Background: an optimization exercise with open tools, aiming at small area, a short achievable clock period and few clock cycles per item. Do not read the settings as production practice. In this exercise RTL edits were held to simulation tests only and were not proved equivalent to the original.

==> inputs of run a <==
==> flow/design.v (excerpt) <==
module mac_unit (
    input  wire        clk,
    input  wire        rst,          
    input  wire        cmd_valid,
    output wire        cmd_ready,
    input  wire [2:0]  cmd_op,
    input  wire [31:0] cmd_data,
    input  wire [1:0]  cmd_len,      
    input  wire [79:0] cmd_tag,      
    output reg         rsp_valid,
    output reg         rsp_ok,
    output wire [79:0] rsp_tag,
    output reg  [1:0]  mac_st,
    output reg  [3:0]  err
);
    localparam OP_KEY    = 3'd0;
    localparam OP_NEW    = 3'd1;
    localparam OP_UPDATE = 3'd2;
    localparam OP_FINAL  = 3'd3;
    localparam OP_VERIFY = 3'd4;
    localparam OP_ABORT  = 3'd5;
    localparam ST_NONE   = 2'd0;
    localparam ST_ACTIVE = 2'd1;
    localparam ST_FINAL  = 2'd2;
    localparam E_MISMATCH = 4'd4;
    localparam E_AFTERFIN = 4'd7;
    localparam E_ILLEGAL  = 4'd8;
    localparam E_SEQUENCE = 4'd9;
    localparam J_IPAD = 3'd0;    
    localparam J_MSG  = 3'd1;    
    localparam J_FINB = 3'd3;    
    localparam J_OPAD = 3'd4;    
    localparam J_OUT  = 3'd5;    
    localparam [255:0] H_INIT = {
        32'h6a09e667, 32'hbb67ae85, 32'h3c6ef372, 32'ha54ff53a,
        32'h510e527f, 32'h9b05688c, 32'h1f83d9ab, 32'h5be0cd19};
    function [31:0] kconst;
        input [5:0] n;
        begin
            case (n)
            6'd0:  kconst = 32'h428a2f98; 6'd1:  kconst = 32'h71374491;
            6'd2:  kconst = 32'hb5c0fbcf; 6'd3:  kconst = 32'he9b5dba5;
  ...
make LEC_CHECK=0 CAP_MARGIN=20 CORE_MARGIN=2 CORE_UTILIZATION=25 PLACE_DENSITY=0.4 SLEW_MARGIN=20 finish   # period 10.0 ns
run.sh (not shown) runs the stock make flow with config.mk's settings and CLKGATE_MAP_FILE= SYNTH_SCRIPT=/design/flow/synth_recipe.tcl, a recipe that flattens the netlist after the stock synthesis.
==> inputs of run b, as changes to run a <==
--- a/flow/design.v
+++ b/flow/design.v
@@ -109,28 +109,25 @@
     reg [511:0] blk;            
     reg [4:0]   wc;             
     reg         blk_fin;        
     reg [23:0]  acc;            
     reg [1:0]   an;             
-    reg [31:0]  msglen;         
+    reg [32:0]  msglen;         
     reg         pad_first;      
     reg         pad_fill;       
     reg         pad_len;        
     reg         start_ipad;     
     reg         lpend;          
     reg [2:0]   ljob;
     reg         run;            
     reg         addc;           
     reg         fin;            
-    reg [5:0]   t;              
     reg [6:0]   u;              
     reg [2:0]   job;
     reg [255:0] hs;             
     reg [31:0]  a, b, c, d, e, f, g, h;
     reg [31:0]  hk;             
-    reg [31:0]  dhk;            
-    reg [31:0]  kn;             
     reg [31:0]  wn;             
     reg [31:0]  w [1:15];       
     reg         sel_wn, sel_blk, sel_key;
     reg [31:0]  xc;             
     integer i;
@@ -144,32 +141,39 @@
     wire c_new   = c_live && cmd_op == OP_NEW && keys_valid;
     wire c_upd   = c_live && cmd_op == OP_UPDATE && mac_st == ST_ACTIVE;
     wire c_fin   = c_live && (cmd_op == OP_FINAL || cmd_op == OP_VERIFY) && mac_st == ST_ACTIVE;
     wire c_rsp0  = accept && (cmd_op == OP_FINAL || cmd_op == OP_VERIFY) && !c_fin;
     wire [2:0] upd_n   = {1'b0, cmd_len} + 3'd1;
-    wire [2:0] upd_tot = {1'b0, an} + upd_n;                 
     reg  [55:0] pack;                                       
     always @(*) begin
         case (an)
         2'd0: pack = {cmd_data, 24'd0};
         2'd1: pack = {acc[23:16], cmd_data, 16'd0};
         2'd2: pack = {acc[23:8], cmd_data, 8'd0};
         default: pack = {acc, cmd_data};
         endcase
     end
-    wire upd_word = c_upd && upd_tot[2];                    
+    reg upd_mk;
+    always @(*) begin
+        case (an)
+        2'd0: upd_mk = (cmd_len == 2'd3);
+        2'd1: upd_mk = cmd_len[1];
+        2'd2: upd_mk = (cmd_len != 2'd0);
+        default: upd_mk = 1'b1;
+        endcase
+    end
+    wire upd_word = c_upd && upd_mk;
     reg [31:0] pad_word;
     always @(*) begin
         case (an)
         2'd0: pad_word = 32'h80000000;
         2'd1: pad_word = {acc[23:16], 24'h800000};
         2'd2: pad_word = {acc[23:8], 16'h8000};
         default: pad_word = {acc, 8'h80};
         endcase
     end
-    wire [32:0] bytes_b = {1'b0, msglen} + 33'd64;          
-    wire [63:0] bitlen  = {28'd0, bytes_b, 3'd0};
+    wire [63:0] bitlen  = {28'd0, msglen, 3'd0};
     wire blk_full = wc[4];
     wire iv_in    = (iv_cnt != 3'd0);
     wire pad_in   = !iv_in && !blk_full && !sel_blk && (pad_first || pad_fill);
     wire blk_in   = upd_word || iv_in || pad_in;
     reg [31:0] in_word;
@@ -182,15 +186,15 @@
     end
     wire [31:0] S1  = {e[5:0], e[31:6]} ^ {e[10:0], e[31:11]} ^ {e[24:0], e[31:25]};
     wire [31:0] CH  = (e & f) ^ (~e & g);
     wire [31:0] S0  = {a[1:0], a[31:2]} ^ {a[12:0], a[31:13]} ^ {a[21:0], a[31:22]};
     wire [31:0] MJ  = (a & b) | (a & c) | (b & c);
-    wire [31:0] e_s = csa_s(dhk, S1, CH);
-    wire [31:0] e_c = csa_c(dhk, S1, CH);
-    wire [31:0] e_new = add_ks(e_s, e_c);
     wire [31:0] a_s1 = csa_s(hk, S1, CH);
     wire [31:0] a_c1 = csa_c(hk, S1, CH);
+    wire [31:0] e_s = csa_s(a_s1, a_c1, d);
+    wire [31:0] e_c = csa_c(a_s1, a_c1, d);
+    wire [31:0] e_new = add_ks(e_s, e_c);
     wire [31:0] a_s2 = csa_s(a_s1, a_c1, S0);
     wire [31:0] a_c2 = csa_c(a_s1, a_c1, S0);
     wire [31:0] a_s3 = csa_s(a_s2, a_c2, MJ);
     wire [31:0] a_c3 = csa_c(a_s2, a_c2, MJ);
     wire [31:0] a_new = add_ks(a_s3, a_c3);
@@ -200,26 +204,25 @@
     wire [31:0] w_s1 = csa_s(w[1], ws0, w[10]);
     wire [31:0] w_c1 = csa_c(w[1], ws0, w[10]);
     wire [31:0] w_s2 = csa_s(w_s1, w_c1, ws1);
     wire [31:0] w_c2 = csa_c(w_s1, w_c1, ws1);
     wire [31:0] w_calc = w_s2 + w_c2;
-    wire [31:0] ph    = lpend ? h : g;
-    wire [31:0] pd    = lpend ? d : c;
+    wire        ld_init = lpend && (ljob == J_IPAD || ljob == J_OPAD);
+    wire [31:0] ph    = lpend ? (ld_init ? H_INIT[31:0] : hs[31:0]) : g;
+    wire [31:0] kn    = kconst(u[5:0]);
     wire [31:0] p_s1  = csa_s(ph, kn, x);
     wire [31:0] p_c1  = csa_c(ph, kn, x);
     wire [31:0] hk_nx = add_ks(p_s1, p_c1);
-    wire [31:0] p_s2  = csa_s(p_s1, p_c1, pd);
-    wire [31:0] p_c2  = csa_c(p_s1, p_c1, pd);
-    wire [31:0] dhk_nx = add_ks(p_s2, p_c2);
-    wire [255:0] h_sum = {hs[255:224] + a, hs[223:192] + b, hs[191:160] + c, hs[159:128] + d,
-                          hs[127:96]  + e, hs[95:64]    + f, hs[63:32]    + g, hs[31:0]     + h};
+    wire [31:0] ff_a = hs[159:128] + a;
+    wire [31:0] ff_e = hs[31:0] + e;
     wire idle    = !run && !addc && !lpend && !start_ipad;
     wire go_blk  = blk_full && ((addc && (job == J_IPAD || job == J_MSG)) || idle);
     wire lpend_nx = start_ipad || (addc && (job == J_FINB || job == J_OPAD)) || go_blk;
     wire [2:0] ljob_nx = start_ipad ? J_IPAD : (addc && job == J_FINB) ? J_OPAD :
                          (addc && job == J_OPAD) ? J_OUT : blk_fin ? J_FINB : J_MSG;
-    wire run_nx  = !start_ipad && (lpend || (run && t != 6'd63));
+    wire last    = u[6];                          
+    wire run_nx  = !start_ipad && (lpend || (run && !last));
     wire [2:0] job_nx = lpend ? ljob : job;
     wire [6:0] u_nx  = lpend_nx ? 7'd0 : u + 7'd1;
     wire keyjob_nx = lpend_nx ? (ljob_nx == J_IPAD || ljob_nx == J_OPAD)
                               : (job_nx == J_IPAD || job_nx == J_OPAD);
     wire outjob_nx = lpend_nx ? (ljob_nx == J_OUT) : (job_nx == J_OUT);
@@ -307,11 +310,11 @@
                 pad_fill  <= 1'b0;
             end
             start_ipad <= c_new;
             lpend   <= lpend_nx;
             run     <= run_nx;
-            addc    <= run && t == 6'd63 && !start_ipad;
+            addc    <= run && last && !start_ipad;
             fin     <= addc && job == J_OUT && !start_ipad;
             sel_wn  <= sel_wn_nx;
             sel_blk <= sel_blk_nx;
             sel_key <= sel_key_nx;
             if (fin) begin
@@ -342,59 +345,52 @@
         if (c_fin) begin
             is_verify <= (cmd_op == OP_VERIFY);
             exp_tag   <= cmd_tag;
         end
         if (c_new) begin
-            msglen <= 32'd16;
+            msglen <= 33'd80;
             an     <= 2'd0;
         end
         if (c_upd) begin
-            msglen <= msglen + {29'd0, upd_n};
-            an     <= upd_tot[1:0];
-            acc    <= upd_tot[2] ? pack[23:0] : pack[55:32];
+            msglen <= msglen + {30'd0, upd_n};
+            an     <= an + cmd_len + 2'd1;
+            acc    <= upd_mk ? pack[23:0] : pack[55:32];
         end
         if (pad_in && pad_first)
             pad_len <= (wc <= 5'd13) || (wc == 5'd15);
         if (pad_in && pad_fill && wc == 5'd15)
             pad_len <= 1'b1;
         if (blk_in && wc == 5'd15)
             blk_fin <= pad_fill && pad_len;
         if (blk_in || sel_blk)
             blk <= {blk[479:0], in_word};
-        if (addc && job == J_FINB)
-            blk[511:256] <= h_sum;
-        if (run) begin
+        if (lpend && ljob == J_OPAD)
+            blk[511:256] <= hs;
+        if (lpend) begin
+            {a, b, c, d, e, f, g, h} <= ld_init ? H_INIT : hs;
+        end else begin
             h <= g;
             g <= f;
             f <= e;
             e <= e_new;
             d <= c;
             c <= b;
             b <= a;
             a <= a_new;
-            t <= t + 6'd1;
         end
         hk  <= hk_nx;
-        dhk <= dhk_nx;
         wn  <= w_calc;
         for (i = 1; i < 15; i = i + 1)
             w[i] <= w[i+1];
         w[15] <= x;
         u   <= u_nx;
-        kn  <= kconst(u_nx[5:0]);
         xc  <= xc_nx;
-        if (lpend) begin
-            t   <= 6'd0;
+        if (lpend)
             job <= ljob;
-        end
         if (lpend_nx)
             ljob <= ljob_nx;
-        if (addc) begin
-            hs <= h_sum;
-            {a, b, c, d, e, f, g, h} <= h_sum;
-        end
-        if ((addc && job == J_FINB) || start_ipad) begin
+        if (addc || (run && u >= 7'd62))
+            hs <= {ff_a, hs[255:160], ff_e, hs[127:32]};
+        if (ld_init)
             hs <= H_INIT;
-            {a, b, c, d, e, f, g, h} <= H_INIT;
-        end
     end
 endmodule
Settings changed: SETUP_SLACK_MARGIN set to 5.
==> impl_metrics.toml <==
[grt]
grt_pass1_wl_um = 601000
met1_usage_pct = 27.4

[layout]
clock_buffers = 373
drive_gt1_share_pct = 7.10
fin_util_pct = 29.2
n_antenna_cell = 9
nNetsFinal = 11200
layout_common_cells = "dfxtp_1, nand2_1, edfxtp_1"
fin_area_um2 = 125000
multi_input_area_um2 = 48000

[placed_design]
pre_cts_ws_ps = 3650

[detailed_routing]
drt_iter0_drc = 7283

[setup_path]
crit_path_max_fanout = 29
r2r-start = "sel_key$_SDFF_PP0_"
startpoint = "sel_key$_SDFF_PP0_"

[yosys]
synthAdderAreaFrac_pct = 10.0
synth_area_um2 = 107000
synth_area_per_cell_um2 = 10.4
yosys.area.top_type_share_pct = 29.1

[outcome]
outcome = "finished clean"
-- figures above: run a

==> impl_metrics.toml <==
[layout]
layout_common_cells = "dfxtp_1, edfxtp_1, nand2_1"
nNetsFinal = 8315
fin_area_um2 = 107000
multi_input_cells = 4689
n_antenna_cell = 4
largest_class = "flip-flops and latches"
fin_util_pct = 29.7
clock_buffers = 325

[setup_path]
startpoint = "e[12]$_DFF_P_"
crit_path_max_fanout = 6
r2r-start = "e[12]$_DFF_P_"
cp_common_cell = "fa_1"

[yosys]
synthAdderAreaFrac_pct = 7.86
synth_area_per_cell_um2 = 11.8
yosys.area.top_type_share_pct = 34.7

[detailed_routing]
drt_iter0_drc = 5364
drt-met1-wl_um = 148000

[outcome]
outcome = "finished clean"

[placed_design]
pre_cts_ws_ps = 4070

[grt]
grt_pass1_wl_um = 442000
met1_usage_pct = 24.0
-- figures above: run b

Testbench counts of run a, summed over its fixed seeds: cycles 60,812, bytes 38,480.
Testbench counts of run b, summed over its fixed seeds: cycles 60,812, bytes 38,480.

==> port drivers added, routing unchanged <==
How much do the figures lean on ideal ports? The routed layouts below were timed once more, with nothing changed but the port constraints. Step 1: set_driving_cell puts a clkbuf_16 on clk and a buf_2 on each other input, an assumption about the parent block. Step 2 adds t to the input delays and takes it off the output delays; t is the mean of the earliest and latest rising clock arrival at the registers after step 1. Input paths then give back, and output paths get back, about the clock's delay inside the block. Three values: no drivers, after step 1, after step 2; two values: the first two.
run | t (ns) | slack for setup (ns) | latest minus earliest clock arrival (ns)
run a | 1.046 | 3.625 / 3.625 / 3.625 | 0.067 / 0.067
run b | 0.994 | 5.055 / 5.055 / 4.507 | 0.081 / 0.082
After both steps setup and hold are still met in every run listed. The setup slack of run b, which loses most, moves by 0.000 ns with the drivers and by -0.548 ns with both steps.
